What follows belongs to an exercise in optimizing a design on an open flow for small area, a short achievable clock period and few clock cycles; a production flow would make more cautious choices.
In this exercise RTL edits were held to simulation tests only and were not proved equivalent to the original.
Power and IR drop assume default switching activity.

**design.v**
```verilog
module rnc_decoder (
    input  wire        clk,
    input  wire        rst,           
    input  wire        start,         
    input  wire [15:0] in_len,        
    output reg  [1:0]  status,        
    output reg  [2:0]  err,           
    output reg  [3:0]  fcause,        
    output wire [15:0] out_len,       
    output reg  [15:0] crc,           
    output reg         in_re,
    output reg  [15:0] in_addr,
    input  wire [7:0]  in_rdata,
    output wire        out_we,
    output wire [15:0] out_waddr,
    output wire [7:0]  out_wdata,
    output wire        out_re,
    output wire [15:0] out_raddr,
    input  wire [7:0]  out_rdata
);
    localparam ST_IDLE  = 2'd0;
    localparam ST_BUSY  = 2'd1;
    localparam ST_DONE  = 2'd2;
    localparam ST_ERROR = 2'd3;
    localparam E_HEADER    = 3'd1;
    localparam E_METHOD    = 3'd2;
    localparam E_FORMAT    = 3'd3;
    localparam E_SIZE      = 3'd4;
    localparam E_INTEGRITY = 3'd5;
    localparam E_CAPACITY  = 3'd6;
    localparam C_TOO_SHORT      = 4'd1;
    localparam C_BAD_SIGNATURE  = 4'd2;
    localparam C_INVALID_SYMBOL = 4'd1;
    localparam C_ZERO_COUNT     = 4'd2;
    localparam C_ZERO_OFFSET    = 4'd3;
    localparam C_OFFSET_RANGE   = 4'd4;
    localparam C_TABLE_CAPACITY = 4'd5;
    localparam C_OVERSUBSCRIBED = 4'd6;
    localparam C_INPUT_EXHAUSTED= 4'd7;
    localparam C_OVERRUN        = 4'd1;
    localparam C_UNDERRUN       = 4'd2;
    localparam D_IDLE  = 4'd0;
    localparam D_HDR   = 4'd1;    
    localparam D_HCHK  = 4'd2;    
    localparam D_TD    = 4'd3;    
    localparam D_TEND  = 4'd4;    
    localparam D_CTRL  = 4'd6;    
    localparam D_SYM   = 4'd7;    
    localparam D_ACT   = 4'd8;    
    localparam D_LISS  = 4'd9;    
    localparam D_BITS  = 4'd10;   
    localparam D_MCHK  = 4'd11;   
    localparam D_FIN   = 4'd12;   
    localparam D_EOB   = 4'd13;   
    localparam P_LIT = 2'd0;      
    localparam P_LEN = 2'd1;      
    localparam P_POS = 2'd2;      
    localparam P_SUB = 2'd3;      
    reg [3:0]  dst;
    reg [4:0]  hcnt;
    reg        sig_bad, meth_bad, cap_bad;
    reg [15:0] ucrc;
    reg [15:0] cur;          
    reg [15:0] rem_in;       
    reg        exh;          
    reg [7:0]  acc;          
    reg [3:0]  cnt;
    reg [7:0]  nb;           
    reg        nbv;          
    reg        pend;         
    reg [68:0] leA, leB, leC;
    reg [63:0] srA, srB, srC;
    reg [1:0]  btab;
    reg [4:0]  idx;
    reg [17:0] ksum;
    reg        ins_pend;
    reg [3:0]  ins_l;
    reg [3:0]  ins_sym;
    reg [1:0]  purp;
    reg [3:0]  gl;           
    reg [4:0]  gs;           
    reg        gdead;        
    reg [4:0]  le_lo;        
    reg [4:0]  le_h1;        
    reg [4:0]  le_h2;        
    reg [3:0]  gidx;         
    reg [4:0]  nbits;
    reg [15:0] sh;           
    reg        boff;         
    reg [8:0]  mlen;
    reg [3:0]  psym;
    reg [7:0]  lasthi;       
    reg [15:0] dopos;        
    reg [15:0] rem_out;      
    reg [8:0]  e_len;        
    reg [15:0] e_src;
    reg        e_lit, e_f1, e_f2;
    reg        q_valid;      
    reg [8:0]  q_len;
    reg [15:0] q_src;
    reg        q_lit, q_f1, q_f2;
    reg        r1_valid, r1_lit, r1_f1, r1_f2;
    reg        we_r;
    reg [15:0] waddr_r;
    reg [7:0]  wdata_r;
    reg [7:0]  h2;           
    integer i;
    function [15:0] crc_byte;
        input [15:0] c;
        input [7:0]  x;
        integer k;
        reg [15:0] r;
        begin
            r = c ^ {8'h00, x};
            for (k = 0; k < 8; k = k + 1)
                r = r[0] ? ((r >> 1) ^ 16'hA001) : (r >> 1);
            crc_byte = r;
        end
    endfunction
    function [4:0] le_get;
        input [68:0] le;
        input [4:0]  l;
        integer k;
        begin
            le_get = 5'd0;
            if (l == 5'd1) le_get = {3'd0, le[1:0]};
            if (l == 5'd2) le_get = {2'd0, le[4:2]};
            if (l == 5'd3) le_get = {1'd0, le[8:5]};
            for (k = 4; k < 16; k = k + 1)
                if (l == k[4:0])
                    le_get = le[9+5*(k-4) +: 5];
        end
    endfunction
    wire busy     = (status == ST_BUSY);
    wire have_acc = (cnt != 4'd0);
    wire nb_ok    = nbv && !exh;
    wire av1      = have_acc || nb_ok;            
    wire f1       = !have_acc && exh;             
    wire two_ok   = (cnt >= 4'd2) || nb_ok;       
    wire b0       = have_acc ? acc[7] : nb[7];
    wire b1       = (cnt >= 4'd2) ? acc[6] : (cnt == 4'd1) ? nb[7] : nb[6];
    reg [68:0] le_t;
    reg [63:0] sr_t;
    always @* begin
        case (purp)
            P_LEN:   begin le_t = leC; sr_t = srC; end
            P_POS:   begin le_t = leB; sr_t = srB; end
            default: begin le_t = leA; sr_t = srA; end
        endcase
    end
    wire [4:0] le_h3 = le_get(le_t, {1'b0, gl} + 5'd3);
    wire [4:0] le_h4 = le_get(le_t, {1'b0, gl} + 5'd4);
    wire [5:0] s1c0  = {gs, 1'b0} - {1'b0, le_lo};       
    wire [5:0] s1c1  = {gs, 1'b1} - {1'b0, le_lo};       
    wire [5:0] s2c00 = {s1c0[4:0], 1'b0} - {1'b0, le_h1};
    wire [5:0] s2c01 = {s1c0[4:0], 1'b1} - {1'b0, le_h1};
    wire [5:0] s2c10 = {s1c1[4:0], 1'b0} - {1'b0, le_h1};
    wire [5:0] s2c11 = {s1c1[4:0], 1'b1} - {1'b0, le_h1};
    wire       m1c0  = (s1c0 < {1'b0, le_h1});
    wire       m1c1  = (s1c1 < {1'b0, le_h1});
    wire       m2c00 = (s2c00 < {1'b0, le_h2}) && (s1c0[5:4] == 2'b00);
    wire       m2c01 = (s2c01 < {1'b0, le_h2}) && (s1c0[5:4] == 2'b00);
    wire       m2c10 = (s2c10 < {1'b0, le_h2}) && (s1c1[5:4] == 2'b00);
    wire       m2c11 = (s2c11 < {1'b0, le_h2}) && (s1c1[5:4] == 2'b00);
    wire [5:0] s1    = b0 ? s1c1 : s1c0;
    wire       m1    = !gdead && (b0 ? m1c1 : m1c0);
    wire       dead1 = gdead || (s1[5:4] != 2'b00);
    wire [5:0] s2    = b0 ? (b1 ? s2c11 : s2c10) : (b1 ? s2c01 : s2c00);
    wire       m2    = !gdead && (b0 ? (b1 ? m2c11 : m2c10) : (b1 ? m2c01 : m2c00));
    wire       dead2 = dead1 || (s2[5:4] != 2'b00);
    wire       g_two = !m1 && two_ok && (gl != 4'd15);
    wire       g_hit = m1 || (g_two && m2);
    wire [3:0] gsym  = sr_t[4*gidx +: 4];
    wire       liss    = (dst == D_LISS);
    wire [3:0] cstep   = liss ? gsym : 4'd1;
    wire [15:0] cur_nx = cur + {12'd0, cstep};
    wire [15:0] rin_nx = rem_in - {12'd0, cstep};
    wire       exh_nx  = (rem_in == {12'd0, cstep});
    wire [8:0] ostep   = liss ? {5'd0, gsym} : mlen;
    wire [15:0] dop_nx = dopos + {7'd0, ostep};
    wire [15:0] rout_nx = rem_out - {7'd0, ostep};
    wire [16:0] msrc   = {1'b0, dopos} - {1'b0, sh};    
    wire       c5    = (cnt >= 4'd5);
    wire       av5   = c5 || nb_ok;                   
    wire       f5    = !c5 && exh;                    
    wire [7:0] amask = ~(8'hFF >> cnt);               
    wire [15:0] bwin = {acc & amask, 8'd0} | ({nb, 8'd0} >> cnt);    
    wire [3:0] tdd   = bwin[14:11];                   
    wire [15:0] nbr  = {nb, nb} << (4'd5 - cnt);      
    wire [4:0]  ins_pos = le_get(leC, {1'b0, ins_l});
    wire pay_state = (dst != D_IDLE) && (dst != D_HDR);
    wire pf_issue  = pay_state && !nbv && !pend;
    wire e_issue   = (e_len != 9'd0);
    wire e_go      = e_issue && !(e_lit && pf_issue);
    wire e_lit_rd  = e_go && e_lit;
    wire eng_free  = (e_len == 9'd0) || (e_len == 9'd1 && e_go);
    wire drained   = !e_issue && !q_valid && !r1_valid && !we_r;
    wire hdr_issue = (dst == D_HDR) && (hcnt <= 5'd10);
    always @* begin
        in_re   = 1'b0;
        in_addr = cur;
        if (busy) begin
            if (dst == D_HDR) begin
                in_re   = hdr_issue;
                in_addr = (hcnt <= 5'd8) ? {11'd0, hcnt} : {11'd0, hcnt + 5'd4};
            end else if (e_lit_rd) begin
                in_re   = 1'b1;
                in_addr = e_src;
            end else begin
                in_re   = pf_issue;
            end
        end
    end
    assign out_re    = busy && e_go && !e_lit;
    assign out_raddr = e_src;
    assign out_we    = we_r;
    assign out_waddr = waddr_r;
    assign out_wdata = wdata_r;
    assign out_len   = (status == ST_DONE) ? dopos : 16'd0;
    task stop_copy;
        begin
            e_len    <= 9'd0;
            q_valid  <= 1'b0;
            r1_valid <= 1'b0;
            we_r     <= 1'b0;
        end
    endtask
    task fail;
        input [2:0] kind;
        input [3:0] cause;
        begin
            status  <= ST_ERROR;
            err     <= kind;
            fcause  <= cause;
            dst     <= D_IDLE;
            stop_copy;
        end
    endtask
    task issue;
        input        lit;
        input [15:0] src;
        input [8:0]  len;
        input        f1;
        input        f2;
        begin
            if (eng_free) begin
                e_len <= len;
                e_src <= src;
                e_lit <= lit;
                e_f1  <= f1;
                e_f2  <= f2;
            end else begin
                q_valid <= 1'b1;
                q_len   <= len;
                q_src   <= src;
                q_lit   <= lit;
                q_f1    <= f1;
                q_f2    <= f2;
            end
        end
    endtask
    task begin_table;
        input [1:0] which;
        begin
            btab <= which;
            idx  <= 5'd0;
            dst  <= D_TD;
        end
    endtask
    task begin_symbol;
        input [1:0] which;
        begin
            purp  <= which;
            gl    <= 4'd0;
            gs    <= 5'd0;
            gdead <= 1'b0;
            le_lo <= 5'd0;
            case (which)
                P_LEN: begin
                    le_h1 <= {3'd0, leC[1:0]};
                    le_h2 <= {2'd0, leC[4:2]};
                end
                P_POS: begin
                    le_h1 <= {3'd0, leB[1:0]};
                    le_h2 <= {2'd0, leB[4:2]};
                end
                default: begin
                    le_h1 <= {3'd0, leA[1:0]};
                    le_h2 <= {2'd0, leA[4:2]};
                end
            endcase
            dst   <= D_SYM;
        end
    endtask
    task next_token;
        begin
            if (f1)
                fail(E_FORMAT, C_INPUT_EXHAUSTED);
            else if (av1) begin
                take1;
                begin_symbol(b0 ? P_LEN : P_LIT);
            end else
                dst <= D_CTRL;
        end
    endtask
    task pull;
        begin
            cur    <= cur_nx;
            rem_in <= rin_nx;
            exh    <= exh_nx;
            nbv    <= 1'b0;
        end
    endtask
    task take1;
        begin
            if (have_acc) begin
                acc <= {acc[6:0], acc[7]};
                cnt <= cnt - 4'd1;
            end else begin
                acc <= {nb[6:0], nb[7]};
                cnt <= 4'd7;
                pull;
            end
        end
    endtask
    task take2;
        begin
            if (cnt >= 4'd2) begin
                acc <= {acc[5:0], acc[7:6]};
                cnt <= cnt - 4'd2;
            end else if (cnt == 4'd1) begin
                acc <= {nb[6:0], nb[7]};
                cnt <= 4'd7;
                pull;
            end else begin
                acc <= {nb[5:0], nb[7:6]};
                cnt <= 4'd6;
                pull;
            end
        end
    endtask
    always @(posedge clk) begin
        if (rst) begin
            status   <= ST_IDLE;
            err      <= 3'd0;
            fcause   <= 4'd0;
            crc      <= 16'd0;
            dst      <= D_IDLE;
            nbv      <= 1'b0;
            pend     <= 1'b0;
            ins_pend <= 1'b0;
            stop_copy;
        end else if (!busy) begin
            if (start) begin
                status   <= ST_BUSY;
                err      <= 3'd0;
                fcause   <= 4'd0;
                crc      <= 16'd0;
                dst      <= D_HDR;
                hcnt     <= 5'd0;
                sig_bad  <= 1'b0;
                meth_bad <= 1'b0;
                cap_bad  <= 1'b0;
                cur      <= 16'd18;
                cnt      <= 4'd0;
                nbv      <= 1'b0;
                pend     <= 1'b0;
                ins_pend <= 1'b0;
                dopos    <= 16'd0;
                waddr_r  <= 16'hFFFF;
                stop_copy;
            end
        end else begin
            r1_valid <= e_go;
            r1_lit   <= e_lit;
            r1_f1    <= e_f1;
            r1_f2    <= e_f2;
            if (e_go) begin
                e_src <= e_src + 16'd1;
                e_len <= e_len - 9'd1;
            end
            if (q_valid && eng_free) begin
                q_valid <= 1'b0;
                e_len   <= q_len;
                e_src   <= q_src;
                e_lit   <= q_lit;
                e_f1    <= q_f1;
                e_f2    <= q_f2;
            end
            we_r <= r1_valid;
            if (r1_valid) begin
                wdata_r <= r1_lit ? in_rdata : r1_f1 ? wdata_r : r1_f2 ? h2 : out_rdata;
                h2      <= wdata_r;
                waddr_r <= waddr_r + 16'd1;
            end
            if (we_r)
                crc <= crc_byte(crc, wdata_r);
            if (pend) begin
                nb   <= in_rdata;
                nbv  <= 1'b1;
                pend <= 1'b0;
            end else if (pf_issue) begin
                pend <= 1'b1;
            end
            if (ins_pend) begin
                ins_pend <= 1'b0;
                if (ins_l <= 4'd1) leC[1:0] <= leC[1:0] + 2'd1;
                if (ins_l <= 4'd2) leC[4:2] <= leC[4:2] + 3'd1;
                if (ins_l <= 4'd3) leC[8:5] <= leC[8:5] + 4'd1;
                for (i = 4; i < 16; i = i + 1)
                    if (i[3:0] >= ins_l)
                        leC[9+5*(i-4) +: 5] <= leC[9+5*(i-4) +: 5] + 5'd1;
                for (i = 0; i < 16; i = i + 1) begin
                    if (i[4:0] > ins_pos)
                        srC[4*i +: 4] <= srC[4*(i-1) +: 4];
                    else if (i[4:0] == ins_pos)
                        srC[4*i +: 4] <= ins_sym;
                end
                if (!ksum[17])
                    ksum <= ksum + (18'h10000 >> ins_l);
            end
            case (dst)
                D_HDR: begin
                    if (in_len < 16'd18) begin
                        fail(E_HEADER, C_TOO_SHORT);
                    end else begin
                        hcnt <= hcnt + 5'd1;
                        case (hcnt)
                            5'd1: if (in_rdata != 8'h00) sig_bad <= 1'b1;
                            5'd2: if (in_rdata != 8'h52) sig_bad <= 1'b1;
                            5'd3: if (in_rdata != 8'h4E) sig_bad <= 1'b1;
                            5'd4: if (in_rdata != 8'h43) sig_bad <= 1'b1;
                            5'd5: if (in_rdata != 8'd1 && in_rdata != 8'd2) meth_bad <= 1'b1;
                            5'd6, 5'd7: if (in_rdata != 8'h00) cap_bad <= 1'b1;
                            5'd8, 5'd9: rem_out <= {rem_out[7:0], in_rdata};
                            5'd10, 5'd11: ucrc <= {ucrc[7:0], in_rdata};
                            default: ;
                        endcase
                        if (hcnt == 5'd11)
                            dst <= D_HCHK;
                    end
                end
                D_HCHK: begin
                    leC     <= 69'd0;
                    ksum    <= 18'd0;
                    rem_in  <= in_len - 16'd18;
                    exh     <= (in_len == 16'd18);
                    if (sig_bad)
                        fail(E_HEADER, C_BAD_SIGNATURE);
                    else if (meth_bad)
                        fail(E_METHOD, 4'd0);
                    else if (cap_bad)
                        fail(E_CAPACITY, 4'd0);
                    else
                        begin_table(2'd0);
                end
                D_TD: begin
                    if (f1) begin
                        fail(E_FORMAT, C_INPUT_EXHAUSTED);
                    end else if (av1) begin
                        if (!b0) begin
                            if (!b1 && two_ok) begin
                                take2;
                                if (idx[4:1] == 4'b1000 || idx == 5'd15)
                                    fail(E_FORMAT, C_TABLE_CAPACITY);
                                else
                                    idx <= idx + 5'd2;
                            end else begin
                                take1;
                                if (idx == 5'd16)
                                    fail(E_FORMAT, C_TABLE_CAPACITY);
                                else
                                    idx <= idx + 5'd1;
                            end
                        end else if (av5) begin
                            if (c5) begin
                                acc <= {acc[2:0], acc[7:3]};
                                cnt <= cnt - 4'd5;
                            end else begin
                                acc <= nbr[15:8];
                                cnt <= cnt + 4'd3;
                                pull;
                            end
                            if (tdd == 4'd15)
                                dst <= D_TEND;
                            else if (idx == 5'd16)
                                fail(E_FORMAT, C_TABLE_CAPACITY);
                            else begin
                                ins_pend <= 1'b1;
                                ins_l    <= tdd + 4'd1;
                                ins_sym  <= idx[3:0];
                                idx      <= idx + 5'd1;
                            end
                        end else if (f5) begin
                            fail(E_FORMAT, C_INPUT_EXHAUSTED);
                        end
                    end
                end
                D_TEND: begin
                    if (btab != 2'd2) begin
                        leA <= leB;
                        srA <= srB;
                        leB <= leC;
                        srB <= srC;
                        leC <= 69'd0;
                        ksum <= 18'd0;
                    end
                    if (ksum[17] || (ksum[16] && ksum[15:0] != 16'd0))
                        fail(E_FORMAT, C_OVERSUBSCRIBED);
                    else begin
                        if (btab == 2'd2) begin
                            lasthi <= 8'd0;
                            dst    <= D_CTRL;
                        end else
                            begin_table(btab + 2'd1);
                    end
                end
                D_CTRL: begin
                    next_token;
                end
                D_SYM: begin
                    if (f1) begin
                        fail(E_FORMAT, C_INPUT_EXHAUSTED);
                    end else if (av1) begin
                        if (g_two) begin
                            take2;
                            gl    <= gl + 4'd2;
                            gs    <= s2[4:0];
                            gdead <= dead2;
                            le_lo <= le_h2;
                            le_h1 <= le_h3;
                            le_h2 <= le_h4;
                        end else begin
                            take1;
                            gl    <= gl + 4'd1;
                            gs    <= s1[4:0];
                            gdead <= dead1;
                            le_lo <= le_h1;
                            le_h1 <= le_h2;
                            le_h2 <= le_h3;
                        end
                        if (g_hit) begin
                            gidx <= m1 ? s1[3:0] : s2[3:0];
                            dst  <= (purp == P_LIT) ? D_LISS : D_ACT;
                        end else if (g_two ? (gl == 4'd14) : (gl == 4'd15)) begin
                            fail(E_FORMAT, C_INVALID_SYMBOL);
                        end
                    end
                end
                D_ACT: begin
                    case (purp)
                        P_LEN: begin
                            if (gsym == 4'd2) begin
                                if (rem_out != 16'd0)
                                    fail(E_SIZE, C_UNDERRUN);
                                else
                                    dst <= D_FIN;
                            end else if (gsym == 4'd1) begin
                                nbits <= 5'd8;
                                boff  <= 1'b0;
                                dst   <= D_BITS;
                            end else begin
                                mlen <= {5'd0, gsym} + 9'd2;
                                begin_symbol(P_POS);
                            end
                        end
                        P_POS: begin
                            if (gsym >= 4'd13) begin
                                nbits <= {1'b0, gsym} + 5'd1;
                                sh    <= 16'd0;
                                boff  <= 1'b1;
                                dst   <= D_BITS;
                            end else begin
                                psym <= gsym;
                                begin_symbol(P_SUB);
                            end
                        end
                        default: begin
                            sh  <= {lasthi, psym, gsym};
                            dst <= D_MCHK;
                        end
                    endcase
                end
                D_LISS: begin
                    if (gsym == 4'd0)
                        fail(E_FORMAT, C_ZERO_COUNT);
                    else if (gsym == 4'd2)
                        dst <= D_EOB;
                    else if (rem_out < {12'd0, gsym})
                        fail(E_SIZE, C_OVERRUN);
                    else if (rem_in < {12'd0, gsym})
                        fail(E_FORMAT, C_INPUT_EXHAUSTED);
                    else if (!q_valid) begin
                        issue(1'b1, cur, {5'd0, gsym}, 1'b0, 1'b0);
                        cur     <= cur_nx;
                        rem_in  <= rin_nx;
                        exh     <= exh_nx;
                        nbv     <= 1'b0;
                        pend    <= 1'b0;
                        dopos   <= dop_nx;
                        rem_out <= rout_nx;
                        if (have_acc) begin
                            acc <= {acc[6:0], acc[7]};
                            cnt <= cnt - 4'd1;
                            begin_symbol(acc[7] ? P_LEN : P_LIT);
                        end else
                            dst <= D_CTRL;
                    end
                end
                D_BITS: begin
                    if (f1) begin
                        fail(E_FORMAT, C_INPUT_EXHAUSTED);
                    end else if (av1) begin
                        if (nbits != 5'd1 && two_ok) begin
                            take2;
                            sh    <= {sh[13:0], b0, b1};
                            nbits <= nbits - 5'd2;
                            if (nbits == 5'd2) begin
                                if (boff)
                                    dst <= D_MCHK;
                                else begin
                                    mlen <= {1'b0, sh[5:0], b0, b1} + 9'd2;
                                    begin_symbol(P_POS);
                                end
                            end
                        end else begin
                            take1;
                            sh    <= {sh[14:0], b0};
                            nbits <= nbits - 5'd1;
                            if (nbits == 5'd1) begin
                                if (boff)
                                    dst <= D_MCHK;
                                else begin
                                    mlen <= {1'b0, sh[6:0], b0} + 9'd2;
                                    begin_symbol(P_POS);
                                end
                            end
                        end
                    end
                end
                D_MCHK: begin
                    if (sh == 16'd0)
                        fail(E_FORMAT, C_ZERO_OFFSET);
                    else if (msrc[16] || sh > 16'd32768)
                        fail(E_FORMAT, C_OFFSET_RANGE);
                    else if (rem_out < {7'd0, mlen})
                        fail(E_SIZE, C_OVERRUN);
                    else if (!q_valid) begin
                        issue(1'b0, msrc[15:0], mlen, sh == 16'd1, sh == 16'd2);
                        lasthi  <= sh[15:8];
                        dopos   <= dop_nx;
                        rem_out <= rout_nx;
                        next_token;
                    end
                end
                D_EOB: begin
                    leC  <= 69'd0;
                    ksum <= 18'd0;
                    begin_table(2'd0);
                end
                D_FIN: begin
                    if (drained) begin
                        if (crc != ucrc)
                            fail(E_INTEGRITY, 4'd0);
                        else begin
                            status <= ST_DONE;
                            dst    <= D_IDLE;
                        end
                    end
                end
                default: dst <= D_IDLE;
            endcase
        end
    end
endmodule
```
**run.sh**
```bash
#!/bin/bash
# synth_recipe.tcl (not shown) runs the flow's synth.tcl, then flattens the netlist and writes it again
# the make line also repeats each setting of config.mk as NAME=value (left out here)
make -C /OpenROAD-flow-scripts/flow DESIGN_CONFIG=/design/flow/config.mk WORK_HOME=/design/flow/orfs CLKGATE_MAP_FILE= SYNTH_SCRIPT=/design/flow/synth_recipe.tcl finish
```
**config.mk**
```make
export PLATFORM = sky130hd
export DESIGN_NAME = rnc_decoder
export DESIGN_NICKNAME = rnc_decoder
export VERILOG_FILES = /design/flow/design.v
export SDC_FILE = /design/flow/constraint.sdc
export NUM_CORES = 4
export LEC_CHECK = 0
export ABC_CLOCK_PERIOD_IN_PS = 4500
export CAP_MARGIN = 20
export CORE_MARGIN = 2
export CORE_UTILIZATION = 55
export PLACE_DENSITY = 0.75
export SETUP_SLACK_MARGIN = 5
export SLEW_MARGIN = 20
export TNS_END_PERCENT = 0
```
**constraint.sdc**
```tcl
create_clock -name core_clock -period 10.0 [get_ports {clk}]
set_input_delay 2.0000 -clock core_clock [delete_from_list [all_inputs] [get_ports {clk}]]
set_output_delay 2.0000 -clock core_clock [all_outputs]
set_load 0.01 [all_outputs]
```
==> results of run 1 <==
## logic make-up (layout without fill, tap and decap cells)
logic type / after synthesis / after routing / synth area share (%)
AOI/OAI and AO/OA: 1468 / 1468 / 20.1
buffers and inverters: 461 / 579 / 3.92
DFF: 741 / 741 / 46.0
and+or+nand+nor: 1572 / 1573 / 15.4
xor gates and xnor gates: 257 / 257 / 4.75
adders and majority gates: 191 / 191 / 5.23
other: 0 / 1 / 0
muxes: 180 / 180 / 4.63
## worst max-delay path, cell delays in order (launching register included)
cell      delay [ns]
edfxtp_1        0.41
buf_4           0.16
ha_4            0.20
buf_12          0.18
a22o_1          0.24
mux4_2          0.52
mux4_2          0.54
a21oi_4         0.19
buf_12          0.16
nand2_4         0.09
ha_2            0.21
fa_1            0.40
a21o_1          0.22
a21o_1          0.22
and3_4          0.21
and4_4          0.21
nand3_2         0.12
nor2_1          0.07
xnor2_1         0.15
o221ai_1        0.14
a21oi_1         0.17
nor3_1          0.06
## layout by cell type, fill, tap and decap left out, drive strengths merged, types with 21 or more instances in the layout
cell type	instances
and2	43
o221ai	24
nor2b	48
clkbuf	98
nand4	51
nor4	41
or3	35
xnor2	128
a22o	46
a221oi	52
mux4	21
and3	35
mux2i	76
clkdlybuf4s50	118
nor2	528
xor2	129
ha	179
nand2b	51
a22oi	128
buf	134
nor3	101
nand2	464
o22ai	70
mux2	83
o21ai	304
a21oi	424
dfxtp	44
o21a	22
a21o	45
nand3	92
a211oi	67
o211ai	42
a31oi	64
edfxtp	697
clkinv	44
inv	153
## cell type report
type                            count  area [sq um]
Timing Repair Buffer              272          2620
Inverter                          157           612
Antenna cell                        1          2.50
Clock inverter                     54           701
Multi-Input combinational cell   3669         24200
Tap cell                         1144          1430
Fill cell                        6892         31800
Sequential cell                   741         21800
Clock buffer                       96          2140
## path summary, 6_finish.rpt
check,slack [ns],end,from,cells after the start
setup / recovery,4.82,cur[14],purp[1],21
hold / removal,0.44,leA[9],leB[9],0
setup reg to reg,4.82,cur[14],purp[1],21
hold reg to reg,0.44,leA[9],leB[9],0
## cell usage after synthesis (21+ instances only)
library cell and instances:
nor4_1 39, inv_1 149, nor2b_1 48, edfxtp_1 697, o21ai_0 293, a221oi_1 52, and3_1 34, buf_2 22
a31oi_1 64, nand2_1 462, a21o_1 43, a211oi_1 65, nand4_1 51, ha_1 179, or3_1 34, xnor2_1 128
a22oi_1 128, mux2i_1 75, xor2_1 129, nor2_1 525, o211ai_1 42, and2_1 40, o22ai_1 70, nor3_1 101
a21oi_1 423, dfxtp_1 44, mux2_2 78, o221ai_1 24, nand3_1 91, clkbuf_1 218, buf_1 49, nand2b_1 51
a22o_1 46, mux4_2 21
## sequential cells by signal, summed over array words and instances, names as in the netlist, 17 cells and up, named ones only
| signal | cells |
|---|---|
| ksum | 17 |
| leB | 69 |
| srB | 64 |
| srC | 64 |
| leA | 69 |
| srA | 64 |
| leC | 69 |
## per-layer routing
layer	routed length, um	global-route usage [%]	share of wire, %	up-vias
met1	61200	48.0	39	19797
li1	-	-	-	18407
met3	19900	7.71	13	487
met5	52	0	0.034	-
met2	67100	50.1	43	2830
met4	6870	13.9	4.4	4
## power by group through the flow
stage	clock [mW]	sequential [mW]	combinational, mW
final	3.20	3.51	0.596
after global placement	0	3.57	0.548
after detailed placement	0	3.58	0.560
after floorplan	0	3.54	0.385
after CTS	3.21	3.51	0.578
after global routing	3.32	3.51	0.642
## what timing repair did
| item | CTS | global route |
|---|---|---|
| gates resized for setup | 121 | 28 |
| pin swaps | 21 | 12 |
| cloned | 5 | 1 |
| setup buffers | 38 | 4 |
| endpoints found under the setup margin | 317 | 271 |
## per-stage QoR
| step | instance area [sq um] | hold WS (ns) | power [mW] | instances |
|---|---|---|---|---|
| after floorplan | 47400 | 0.426 | 3.93 | 4870 |
| after global placement | 49700 | 0.428 | 4.12 | 5934 |
| after detailed placement | 49700 | 0.434 | 4.14 | 5934 |
| after CTS | 53300 | 0.428 | 7.30 | 6127 |
| after global routing | 53500 | 0.440 | 7.48 | 6134 |
| final | 53500 | 0.437 | 7.31 | 6134 |
==> impl_metrics.tcl, run 1 <==
set metrics [dict create \
    vdd_ir_drop_max_v 0.000135 \
    skew_ns 0.0412 \
    ys_ff_latch 741 \
    crit_arrival_ns 5.58 \
    core-area_sq_um 85300 \
    intPower_mw 5.49 \
    hold_viol_final 0 \
    synth_cell_types 116 \
    slew_viol_final 0 \
    htree_levels 3 \
    clock-sinks 741 \
    p_clk_share_pct 43.8 \
    synth_top_area_share_pct 44.2 \
    die_x_um 298 \
    worst_pin_slew_ns 1.20 \
    rsz0062_at_grt "true" \
    portBuffers 134 \
    grt_pass1_wl_mm 235 \
    path_clk_slew_ns 0.07 \
    ys.flop_type "edfxtp_1" \
    initial_core_util_pct 55.6 \
    finalWirelength_mm 155 \
    syn_nets 5096 \
    cp.required_ns 10.39 \
    rows 107 \
    io_pins 135 \
    async_flop_share_pct 0 \
    setup_viol 0 \
    syn_area_sq_um 47400 \
    grt_max_degree 158 \
    fin_ws_ns 4.82 \
    fmax_mhz 193 \
    vias 41525 \
    pwr-share-comb_pct 8.2 \
    grt_pass1_vias 39117 \
    p_leak_nw 18.9 \
    yosysTopAreaCell "edfxtp_1" \
    postSynthAreaPerCell_sq_um 9.73 \
    drive_gt1_share_pct 10.5 \
    status "timing/DRC/antenna clean" \
    syn_to_final_growth_pct 12.9 \
    chipHeight_um 298 \
    yosysWarnings 2 \
    cp_max_fo 27 \
    grt_use_total_pct 33.8 \
    start_kind "register" \
    synth_edf_count 697 \
    min_path_type "register to register" \
    cp-end-kind "register" \
    route.detailed.drc 0 \
    clockBufferDepth 3 \
    max_slew_margin_pct 19.3 \
    finalCriticalPeriod_ns 5.18 \
    overflow 0 \
    dp.final_hpwl_mm 105 \
    cts_tree "done" \
    ys_seq_area_share_pct 46.0 \
    pre_cts_slack_ns 3.08 \
    via_per_inst 6.77 \
    synth_area_leaders "edfxtp_1, ha_1, a21oi_1" \
    place_congestion 1.00 \
    fin_setup_tns_ns 0 \
    clk_latency_ns 0.68 \
    nets 5150 \
    dieArea_sq_um 88500 \
    cts_hold_buffers 0 \
    switching_power_mw 1.82 \
    cts-root-buf "clkbuf_16" \
    cap_violations 0 \
    wl_per_cell_um 25.3 \
    power_frac_seq_pct 48.0 \
    powerDensity_nw_per_um2 137 \
    drt_iter0_drc 6204 \
    cts_made_buffers 83 \
    crit_type "register to register" \
    drtAntennaViolNets 0 \
    timing.final.crit_share_pct 51.8 \
    dr.pass1.iters 9 \
    final_core_util_pct 62.8 \
    grt_antenna_before_repair 3 \
    swShare_pct 24.9 \
    netlist_instances 4870 \
]
Testbench counts, summed over its fixed seeds: cycles 180,527.
==> run 2, diff against run 1 <==
--- a/config.mk
+++ b/config.mk
@@ -8,3 +8,3 @@
 export ABC_CLOCK_PERIOD_IN_PS = 4500
-export CAP_MARGIN = 20
+export CAP_MARGIN = 5
 export CORE_MARGIN = 2
@@ -13,3 +13,2 @@
 export SETUP_SLACK_MARGIN = 5
-export SLEW_MARGIN = 20
-export TNS_END_PERCENT = 0
+export SLEW_MARGIN = 5
==> run 2 against run 1 <==
- still clean
- hold slack worse by 0.0033 ns
- synthesized cell count unchanged
- non-clock buffer count up 45
- clock power down 6.9%
- final cell count up 0.82%
- highest routed layer unchanged
==> impl_metrics.tcl, run 2 <==
set metrics [dict create \
    grt_pass1_vias 38702 \
    p_total_mw 7.11 \
    vias 42155 \
    swShare_pct 25.5 \
    placed_area_sq_um 49800 \
    powerDensity_nw_per_um2 130 \
    timing.final.crit_share_pct 51.7 \
    status "timing/DRC/antenna clean" \
    fmax_mhz 193 \
    cts_hold_buffers 0 \
    synth_edf_count 697 \
    hold_slack_ns 0.433 \
    finalCriticalPeriod_ns 5.17 \
    yosys-top-cells-count "edfxtp_1, nor2_1, nand2_1" \
    p_leak_nw 19.3 \
    route.detailed.drc 0 \
    skew_ns 0.0351 \
    p_clk_share_pct 42.0 \
    ys_seq_area_share_pct 46.0 \
    intPower_mw 5.30 \
    min_path_type "register to register" \
    finalWirelength_mm 157 \
    path_clk_slew_ns 0.06 \
    slew_viol_final 0 \
    rsz0062_at_grt "true" \
    cp-end-kind "register" \
    place_congestion 1.01 \
    syn_nets 5096 \
    rrSetupSlack_ns 4.83 \
    start_kind "register" \
    dieArea_sq_um 88500 \
    switching_power_mw 1.81 \
    yosysMostFrequentCell "edfxtp_1" \
    initial_core_util_pct 55.6 \
    max_slew_margin_pct 19.1 \
    overflow 0 \
    clk_latency_ns 0.66 \
    grt_max_degree 155 \
    rows 107 \
    fin_ws_ns 4.83 \
    cp.required_ns 10.38 \
    fin_setup_tns_ns 0 \
    async_flop_share_pct 0 \
    ys.flop_type "edfxtp_1" \
    synth_cell_types 116 \
    dp.final_hpwl_mm 104 \
    clockBufferDepth 3 \
    drive_gt1_share_pct 13.1 \
    worst_pin_slew_ns 1.21 \
    power_frac_seq_pct 49.4 \
    cts-root-buf "clkbuf_16" \
    final_cell_area_sq_um 54600 \
    dr.pass1.iters 8 \
    clock-sinks 741 \
    vdd_ir_drop_max_v 0.000134 \
    syn_to_final_growth_pct 15.3 \
    htree_levels 3 \
    grt_antenna_before_repair 3 \
    crit_arrival_ns 5.56 \
    layout_common_cells "edfxtp_1, nor2_1, nand2_1, a21oi_1, o21ai_0" \
    yosysWarnings 2 \
    reg_top3 "leA x69, leB x69, leC x69" \
    syn_area_sq_um 47400 \
    final_cells 6184 \
    final_core_util_pct 64.1 \
    drtAntennaViolNets 0 \
    setup_viol 0 \
    core-area_sq_um 85300 \
    cts_made_buffers 82 \
    crit_type "register to register" \
    via_per_inst 6.82 \
    cp_max_fo 7 \
    cts_tree "done" \
    synth_area_leaders "edfxtp_1, ha_1, a21oi_1" \
    hold_viol_final 0 \
    pwr-share-comb_pct 8.7 \
    ys_ff_latch 741 \
    netlist_instances 4870 \
    portBuffers 134 \
    yosysTopAreaCell "edfxtp_1" \
    grt_use_total_pct 33.8 \
    drt_iter0_drc 6314 \
    postSynthAreaPerCell_sq_um 9.73 \
    die_x_um 298 \
    layout_commonest_cell "edfxtp_1" \
    nets 5196 \
    synth_top_area_share_pct 44.2 \
    pre_cts_slack_ns 3.25 \
    wl_per_cell_um 25.4 \
    cap_violations 0 \
    chipHeight_um 298 \
    numPlacedInstances 5932 \
    io_pins 135 \
    grt_pass1_wl_mm 235 \
]
==> run 2: cell counts after synthesis <==
Identical to the previous run, type by type.
==> run 2: timing repair <==
action / 4_1_cts / 5_1_grt
endpoints found under the hold margin: 0 / 0
gates resized for setup: 184 / 148
buffers inserted: 42 / 39
pin swaps: 38 / 88
cloned: 9 / 8
endpoints found under the setup margin: 325 / 227
==> run 2: per-layer routing <==
metal / vias to the layer above / share of wire (%) / global-route usage [%]
met3: 480 / 13 / 7.95
met4: 2 / 3.9 / 12.2
met2: 3002 / 43 / 49.6
met1: 20173 / 40 / 48.7
met5: - / 0.0057 / 0
li1: 18498 / - / -
==> run 2: cell type report <==
cell class / count / area (sq um)
antenna: 2 / 5.00
clock buffer: 105 / 2180
clock inverter: 47 / 429
fill: 6688 / 30600
inverter: 157 / 624
multi-input combinational: 3671 / 24900
sequential: 741 / 21800
tap: 1144 / 1430
timing repair buffer: 317 / 3240
==> run 2: logic make-up after synthesis <==
group | after synthesis | synth area share [%]
XOR/XNOR | 257 | 4.75
multiplexers | 180 | 4.63
buffers and inverters | 461 | 3.92
adder cells (fa/ha/maj) | 191 | 5.23
AND/OR/NAND/NOR | 1572 | 15.4
AO/OA/AOI/OAI | 1468 | 20.1
flip-flops | 741 | 46.0
==> run 2: worst max-delay path: stages (launching register included) <==
cell and delay, ns:
edfxtp_1 0.45, buf_6 0.16, ha_4 0.23, buf_16 0.17, a22o_1 0.22, mux4_2 0.47, mux4_2 0.57, a21oi_4 0.20
buf_12 0.16, nand2_8 0.08, o21a_4 0.17, ha_4 0.17, fa_2 0.36, a21o_1 0.18, a21oi_2 0.16, o21bai_1 0.11
a21oi_2 0.19, o21bai_1 0.09, a21o_1 0.20, a21oi_4 0.21, nor3_2 0.08, xnor2_1 0.21, nor2_1 0.06
==> run 2: worst paths after layout <==
path	startpoint	to	depth (start not counted)
worst min-delay path	leB[50]	leA[50]	0
worst min register to register	leB[50]	leA[50]	0
worst max register to register	purp[1]	dopos[12]	22
worst max-delay path	purp[1]	dopos[12]	22
==> run 2: power by group through the flow <==
| stage | Sequential, mW | Clock, mW | Combinational, mW |
|---|---|---|---|
| 5_1_grt | 3.51 | 3.12 | 0.659 |
| 6_report | 3.51 | 2.98 | 0.617 |
| 3_5_place_dp | 3.57 | 0 | 0.562 |
| 2_1_floorplan | 3.54 | 0 | 0.387 |
| 3_3_place_gp | 3.57 | 0 | 0.551 |
| 4_1_cts | 3.50 | 2.99 | 0.585 |

[separate check: timing with driven ports]
How much do the figures lean on ideal ports? The routed layouts below were timed once more, with nothing changed but the port constraints. Step 1: set_driving_cell puts a clkbuf_16 on clk and a buf_2 on each other input, an assumption about the parent block. Step 2, shift: input delay + t, output delay - t, t = (earliest + latest rising clock arrival at the registers) / 2. This alone moves slack from input paths to output paths. Three values: ideal, step 1, step 2; two values: the first two.
run	t (ns)	setup slack, ns	worst setup path after step 2
run 1	0.735	4.816 / 4.778 / 4.194	input to register
run 2	0.726	4.829 / 4.829 / 4.285	input to register
After both steps setup and hold are still met in every run listed. The setup slack of run 1, which loses most, moves by -0.038 ns with the drivers and by -0.622 ns with both steps.
